Context: an optimization exercise on an open-source flow, tuned for small area, a short achievable clock period and few clock cycles per item. The choices shown serve that exercise and are no tape-out recipe.

==> flow/design.v <==
module fpdiv (
    input  wire        clk,
    input  wire        rst,           
    input  wire        in_valid,
    output wire        in_ready,
    input  wire [31:0] in_a,          
    input  wire [31:0] in_b,          
    output reg         out_valid,
    output reg  [31:0] out_result
);
    localparam integer NS = 13;       
    reg        rdy_q;                 
    reg        busy_o;                
    reg        v0;
    reg        s0;                    
    reg  [7:0] ea0, eb0;
    reg [23:0] ma0, mb0;              
    reg        az0, bz0;              
    reg signed [5:0] c0;              
    assign in_ready = ~busy_o;
    wire in_az = (in_a[30:0] == 31'd0);
    wire in_bz = (in_b[30:0] == 31'd0);
    wire in_ha = (in_a[30:23] != 8'd0);
    wire in_hb = (in_b[30:23] != 8'd0);
    wire need_a = ~ma0[23] & ~az0;
    wire need_b = ~mb0[23] & ~bz0;
    always @(posedge clk) begin
        if (rdy_q) begin
            s0  <= in_a[31] ^ in_b[31];
            ea0 <= in_a[30:23];
            eb0 <= in_b[30:23];
            ma0 <= {in_ha, in_a[22:0]};
            mb0 <= {in_hb, in_b[22:0]};
            az0 <= in_az;
            bz0 <= in_bz;
            c0  <= 6'sd0;
        end else begin
            if (need_a) ma0 <= {ma0[22:0], 1'b0};
            if (need_b) mb0 <= {mb0[22:0], 1'b0};
            c0 <= c0 + (need_b ? 6'sd1 : 6'sd0) - (need_a ? 6'sd1 : 6'sd0);
        end
    end
    wire rdy_n = rdy_q ? (~in_valid | (in_ha | in_az) & (in_hb | in_bz))
                       : (~(need_a & ~ma0[22]) & ~(need_b & ~mb0[22]));
    always @(posedge clk) begin
        if (rst) begin
            rdy_q  <= 1'b1;
            busy_o <= 1'b0;
            v0    <= 1'b0;
        end else begin
            rdy_q  <= rdy_n;
            busy_o <= ~rdy_n;
            if (rdy_q) v0 <= in_valid;
        end
    end
    wire v0_go = v0 & rdy_q;
    wire a_nan = (ea0 == 8'hFF) & (ma0[22:0] != 23'd0);
    wire b_nan = (eb0 == 8'hFF) & (mb0[22:0] != 23'd0);
    wire a_inf = (ea0 == 8'hFF) & (ma0[22:0] == 23'd0);
    wire b_inf = (eb0 == 8'hFF) & (mb0[22:0] == 23'd0);
    reg [1:0] spc1;
    always @(*) begin
        if (a_nan | b_nan | (a_inf & b_inf) | (az0 & bz0)) spc1 = 2'd3;
        else if (a_inf | bz0)                               spc1 = 2'd2;
        else if (b_inf | az0)                               spc1 = 2'd1;
        else                                                spc1 = 2'd0;
    end
    wire        a_lt_b = (ma0 < mb0);
    wire [27:0] w0 = a_lt_b ? {2'b00, ma0, 2'b00} : {3'b000, ma0, 1'b0};
    wire signed [9:0] xa = (ea0 == 8'd0) ? 10'sd1 : $signed({2'b00, ea0});
    wire signed [9:0] xb = (eb0 == 8'd0) ? 10'sd1 : $signed({2'b00, eb0});
    wire signed [9:0] e_hi = xa - xb + {{4{c0[5]}}, c0} + 10'sd127;
    localparam signed [8:0] E_INF  = 9'sd255;
    localparam signed [8:0] E_ZERO = -9'sd24;
    localparam signed [8:0] E_NAN  = 9'h100;
    reg               v1, s1, lt1;
    reg  [1:0]        spc_1;
    reg signed [9:0]  eh1;
    wire signed [9:0] e2v   = eh1 - {9'd0, lt1};
    reg signed [8:0]  ex2;
    always @(*) begin
        case (spc_1)
            2'd3:    ex2 = E_NAN;
            2'd2:    ex2 = E_INF;
            2'd1:    ex2 = E_ZERO;
            default: begin
                if (e2v > 10'sd254)       ex2 = E_INF;
                else if (e2v < -10'sd23)  ex2 = E_ZERO;
                else                      ex2 = e2v[8:0];
            end
        endcase
    end
    localparam integer NP = NS + 2;
    reg [NP-1:0]      v_p;
    reg [NP-1:0]      s_p;
    reg [9*NP-1:0]    e_p;
    reg [23*NP-1:0]   b_p;
    reg [28*NP-1:0]   w_p;            
    reg [39*NP-1:0]   qd_p;           
    wire [28*NP-1:0] w_n;
    wire [3*NP-1:0]  qd_n;
    genvar g;
    generate
        for (g = 1; g <= NS; g = g + 1) begin : st
            wire [22:0] bf  = b_p[23*g +: 23];
            wire [25:0] b1  = {2'b01, bf, 1'b0};
            wire [25:0] b2  = {1'b1, bf, 2'b00};
            wire [27:0] w   = w_p[28*g +: 28];
            wire signed [5:0] est = w[27:22];
            reg  signed [5:0] m2, m1;
            always @(*) begin
                case (bf[22:20])
                    3'd0: begin m2 = 6'sd6;  m1 = 6'sd2; end
                    3'd1: begin m2 = 6'sd7;  m1 = 6'sd3; end
                    3'd2: begin m2 = 6'sd8;  m1 = 6'sd3; end
                    3'd3: begin m2 = 6'sd9;  m1 = 6'sd3; end
                    3'd4: begin m2 = 6'sd10; m1 = 6'sd4; end
                    3'd5: begin m2 = 6'sd10; m1 = 6'sd4; end
                    3'd6: begin m2 = 6'sd11; m1 = 6'sd4; end
                    default: begin m2 = 6'sd12; m1 = 6'sd5; end
                endcase
            end
            wire        p2  = (est >= m2);
            wire        p1  = (est >= m1) & ~p2;
            wire        n2  = (est < -m2);
            wire        n1  = (est < -m1) & ~n2;
            wire        one = p1 | n1;
            wire        two = p2 | n2;
            wire        pos = p1 | p2;
            wire [25:0] y   = ((({26{one}} & b1) | ({26{two}} & b2)) ^ {26{pos}});
            wire [25:0] t   = {w[25:1], pos} + y;
            assign w_n[28*g +: 28] = {t, 2'b00};
            assign qd_n[3*g +: 3]  = {n1 | n2, two, one};
        end
    endgenerate
    integer n;
    always @(posedge clk) begin
        if (rst) v_p <= {NP{1'b0}};
        else     v_p <= {v_p[NP-2:1], v0_go, 1'b0};
        s_p[1]         <= s0;
        spc_1          <= spc1;
        lt1            <= a_lt_b;
        eh1            <= e_hi;
        b_p[23 +: 23]  <= mb0[22:0];
        w_p[28 +: 28]  <= w0;
        qd_p[39 +: 39] <= 39'd0;
        e_p[18 +: 9]   <= ex2;
        for (n = 1; n <= NS; n = n + 1) begin
            s_p[n+1]              <= s_p[n];
            if (n >= 2) e_p[9*(n+1) +: 9] <= e_p[9*n +: 9];
            b_p[23*(n+1) +: 23]   <= b_p[23*n +: 23];
            w_p[28*(n+1) +: 28]   <= w_n[28*n +: 28];
            if (n < NS) qd_p[39*(n+1) +: 39] <= {qd_p[39*n +: 36], qd_n[3*n +: 3]};
        end
    end
    wire [35:0] ld  = qd_p[39*NS +: 36];
    reg  [23:0] lpos, lneg;
    integer j;
    always @(*) begin
        for (j = 0; j < 12; j = j + 1) begin
            lpos[2*j +: 2] = ld[3*j+2] ? 2'b00 : ld[3*j +: 2];
            lneg[2*j +: 2] = ld[3*j+2] ? ld[3*j +: 2] : 2'b00;
        end
    end
    wire [24:0] qa_n = {1'b0, lpos} - {1'b0, lneg};
    reg  [24:0] qa_f;                 
    reg  [2:0]  qd_f;                 
    always @(posedge clk) begin
        qa_f <= qa_n;
        qd_f <= qd_n[3*NS +: 3];
    end
    wire [27:0] fw  = w_p[28*(NS+1) +: 28];           
    wire [27:0] fb  = {2'b01, b_p[23*(NS+1) +: 23], 3'b000};
    wire        neg = fw[27];
    wire        z0  = (fw == 28'd0);
    wire        zb  = ((fw ^ fb) == {(fw[26:0] | fb[26:0]), 1'b0});
    wire signed [3:0] dl  = qd_f[2] ? -$signed({2'b00, qd_f[1:0]}) : $signed({2'b00, qd_f[1:0]});
    wire signed [3:0] tl  = dl - {3'b000, neg};
    wire [24:0]       qam = qa_f - 25'd1;
    wire [23:0]       qv  = {(tl[3] ? qam[21:0] : qa_f[21:0]), tl[1:0]};
    wire signed [8:0] ep  = e_p[9*(NS+1) +: 9];
    wire        subn_p = ep[8] | (ep[7:0] == 8'd0);
    reg         v_e, s_e, stk_e, nan_e, inf_e;
    reg  [7:0]  e8_e;
    reg  [4:0]  sh_e;
    reg  [23:0] q_e;
    always @(posedge clk) begin
        if (rst) v_e <= 1'b0;
        else     v_e <= v_p[NS+1];
        s_e    <= s_p[NS+1];
        nan_e  <= ep[8] & ~ep[7];
        inf_e  <= (ep == E_INF);
        e8_e   <= subn_p ? 8'd0 : ep[7:0];
        sh_e   <= subn_p ? 5'd1 - ep[4:0] : 5'd0;    
        q_e    <= qv;                                  
        stk_e  <= ~(z0 | zb);
    end
    wire [24:0] x    = {1'b1, q_e};
    wire [49:0] xs   = {x, 25'd0} >> sh_e;
    wire [23:0] m    = xs[49:26];
    wire        gb   = xs[25];
    wire [24:0] lost = ~({25{1'b1}} << sh_e);
    wire        stk  = stk_e | ((x & lost) != 25'd0);
    wire        rnd  = gb & (stk | m[0]);
    wire [30:0] pk   = {e8_e, m[22:0]} + {30'd0, rnd};
    reg  [31:0] res;
    always @(*) begin
        if (nan_e)      res = 32'h7FC00000;
        else if (inf_e) res = {s_e, 8'hFF, 23'd0};
        else            res = {s_e, pk};
    end
    always @(posedge clk) begin
        if (rst) out_valid <= 1'b0;
        else     out_valid <= v_e;
        out_result <= res;
    end
endmodule
clock: 10.0 ns
lec_check: 0
cap_margin: 20
core_margin: 2
core_utilization: 40
cts_cluster_diameter: 120
cts_cluster_size: 25
slew_margin: 20
standard.sh (not shown) runs the stock make flow with config.mk's settings and CLKGATE_MAP_FILE= SYNTH_SCRIPT=/design/flow/synth_recipe.tcl, a recipe that flattens the netlist after the stock synthesis.
==> flow/flow/run.sh <==
#!/bin/bash
# The standard layout, with the full adders left to abc (yosys's full-adder
# extraction, ADDER_MAP_FILE, is turned off) and timing repair aimed at a
# setup margin of 6.6 ns. All output goes to standard_flow.log here; ORFS
# keeps each step's own log under orfs/logs.
set -euo pipefail
bash standard.sh ADDER_MAP_FILE= SETUP_SLACK_MARGIN=6.6 TNS_END_PERCENT=100 finish > standard_flow.log 2>&1
The starting point went through all stages and came out clean.
Edit:
--- a/flow/design.v
+++ b/flow/design.v
@@ -66,7 +66,7 @@
         else                                                spc1 = 2'd0;
     end
     wire        a_lt_b = (ma0 < mb0);
-    wire [27:0] w0 = a_lt_b ? {2'b00, ma0, 2'b00} : {3'b000, ma0, 1'b0};
+    wire [26:0] w0 = a_lt_b ? {2'b00, ma0, 1'b0} : {3'b000, ma0};
     wire signed [9:0] xa = (ea0 == 8'd0) ? 10'sd1 : $signed({2'b00, ea0});
     wire signed [9:0] xb = (eb0 == 8'd0) ? 10'sd1 : $signed({2'b00, eb0});
     wire signed [9:0] e_hi = xa - xb + {{4{c0[5]}}, c0} + 10'sd127;
@@ -95,18 +95,18 @@
     reg [NP-1:0]      s_p;
     reg [9*NP-1:0]    e_p;
     reg [23*NP-1:0]   b_p;
-    reg [28*NP-1:0]   w_p;            
+    reg [27*NP-1:0]   w_p;            
     reg [39*NP-1:0]   qd_p;           
-    wire [28*NP-1:0] w_n;
+    wire [27*NP-1:0] w_n;
     wire [3*NP-1:0]  qd_n;
     genvar g;
     generate
         for (g = 1; g <= NS; g = g + 1) begin : st
             wire [22:0] bf  = b_p[23*g +: 23];
-            wire [25:0] b1  = {2'b01, bf, 1'b0};
-            wire [25:0] b2  = {1'b1, bf, 2'b00};
-            wire [27:0] w   = w_p[28*g +: 28];
-            wire signed [5:0] est = w[27:22];
+            wire [24:0] b1  = {2'b01, bf};
+            wire [24:0] b2  = {1'b1, bf, 1'b0};
+            wire [26:0] w   = w_p[27*g +: 27];
+            wire signed [5:0] est = w[26:21];
             reg  signed [5:0] m2, m1;
             always @(*) begin
                 case (bf[22:20])
@@ -127,9 +127,9 @@
             wire        one = p1 | n1;
             wire        two = p2 | n2;
             wire        pos = p1 | p2;
-            wire [25:0] y   = ((({26{one}} & b1) | ({26{two}} & b2)) ^ {26{pos}});
-            wire [25:0] t   = {w[25:1], pos} + y;
-            assign w_n[28*g +: 28] = {t, 2'b00};
+            wire [24:0] y   = ((({25{one}} & b1) | ({25{two}} & b2)) ^ {25{pos}});
+            wire [24:0] t   = w[24:0] + y + {24'd0, pos};
+            assign w_n[27*g +: 27] = {t, 2'b00};
             assign qd_n[3*g +: 3]  = {n1 | n2, two, one};
         end
     endgenerate
@@ -142,14 +142,14 @@
         lt1            <= a_lt_b;
         eh1            <= e_hi;
         b_p[23 +: 23]  <= mb0[22:0];
-        w_p[28 +: 28]  <= w0;
+        w_p[27 +: 27]  <= w0;
         qd_p[39 +: 39] <= 39'd0;
         e_p[18 +: 9]   <= ex2;
         for (n = 1; n <= NS; n = n + 1) begin
             s_p[n+1]              <= s_p[n];
             if (n >= 2) e_p[9*(n+1) +: 9] <= e_p[9*n +: 9];
             b_p[23*(n+1) +: 23]   <= b_p[23*n +: 23];
-            w_p[28*(n+1) +: 28]   <= w_n[28*n +: 28];
+            w_p[27*(n+1) +: 27]   <= w_n[27*n +: 27];
             if (n < NS) qd_p[39*(n+1) +: 39] <= {qd_p[39*n +: 36], qd_n[3*n +: 3]};
         end
     end
@@ -169,11 +169,11 @@
         qa_f <= qa_n;
         qd_f <= qd_n[3*NS +: 3];
     end
-    wire [27:0] fw  = w_p[28*(NS+1) +: 28];           
-    wire [27:0] fb  = {2'b01, b_p[23*(NS+1) +: 23], 3'b000};
-    wire        neg = fw[27];
-    wire        z0  = (fw == 28'd0);
-    wire        zb  = ((fw ^ fb) == {(fw[26:0] | fb[26:0]), 1'b0});
+    wire [26:0] fw  = w_p[27*(NS+1) +: 27];           
+    wire [26:0] fb  = {2'b01, b_p[23*(NS+1) +: 23], 2'b00};
+    wire        neg = fw[26];
+    wire        z0  = (fw == 27'd0);
+    wire        zb  = ((fw ^ fb) == {(fw[25:0] | fb[25:0]), 1'b0});
     wire signed [3:0] dl  = qd_f[2] ? -$signed({2'b00, qd_f[1:0]}) : $signed({2'b00, qd_f[1:0]});
     wire signed [3:0] tl  = dl - {3'b000, neg};
     wire [24:0]       qam = qa_f - 25'd1;
The changed run produced a clean layout.
Via count climbs by a few percent.
Register-to-register slack gains 0.61 ns.
Design area climbs by a few percent.
Area after synthesis rose slightly.
Sequential share of layout area drops by 1.2 points.
Function was not checked in any run of this note: the RTL went through the layout flow alone.

==> separate check: timing with driven ports <==
The results above use ideal ports. As a check the final layouts listed here were re-extracted and re-timed, cells and wires unchanged.
Step 1 sets driving cells, clkbuf_16 on the clock port and buf_2 on the other inputs (assumed; they add their load-dependent delay and slew).
Step 2 times the ports against the registers' clock, not the clock port: input delays grow and output delays shrink by t, the midpoint of the rising clock arrivals with the driver on.
Three values: no drivers, after step 1, after step 2; two values: the first two.
run | t, ns | setup slack, ns | hold slack, ns | clock arrival spread, ns
the first run | 0.766 | 4.195 / 4.195 / 4.195 | 0.312 / 0.312 / 0.312 | 0.035 / 0.035
the second run | 0.776 | 4.804 / 4.804 / 4.804 | 0.315 / 0.315 / 0.315 | 0.074 / 0.073
After both steps setup and hold are still met in every run listed.
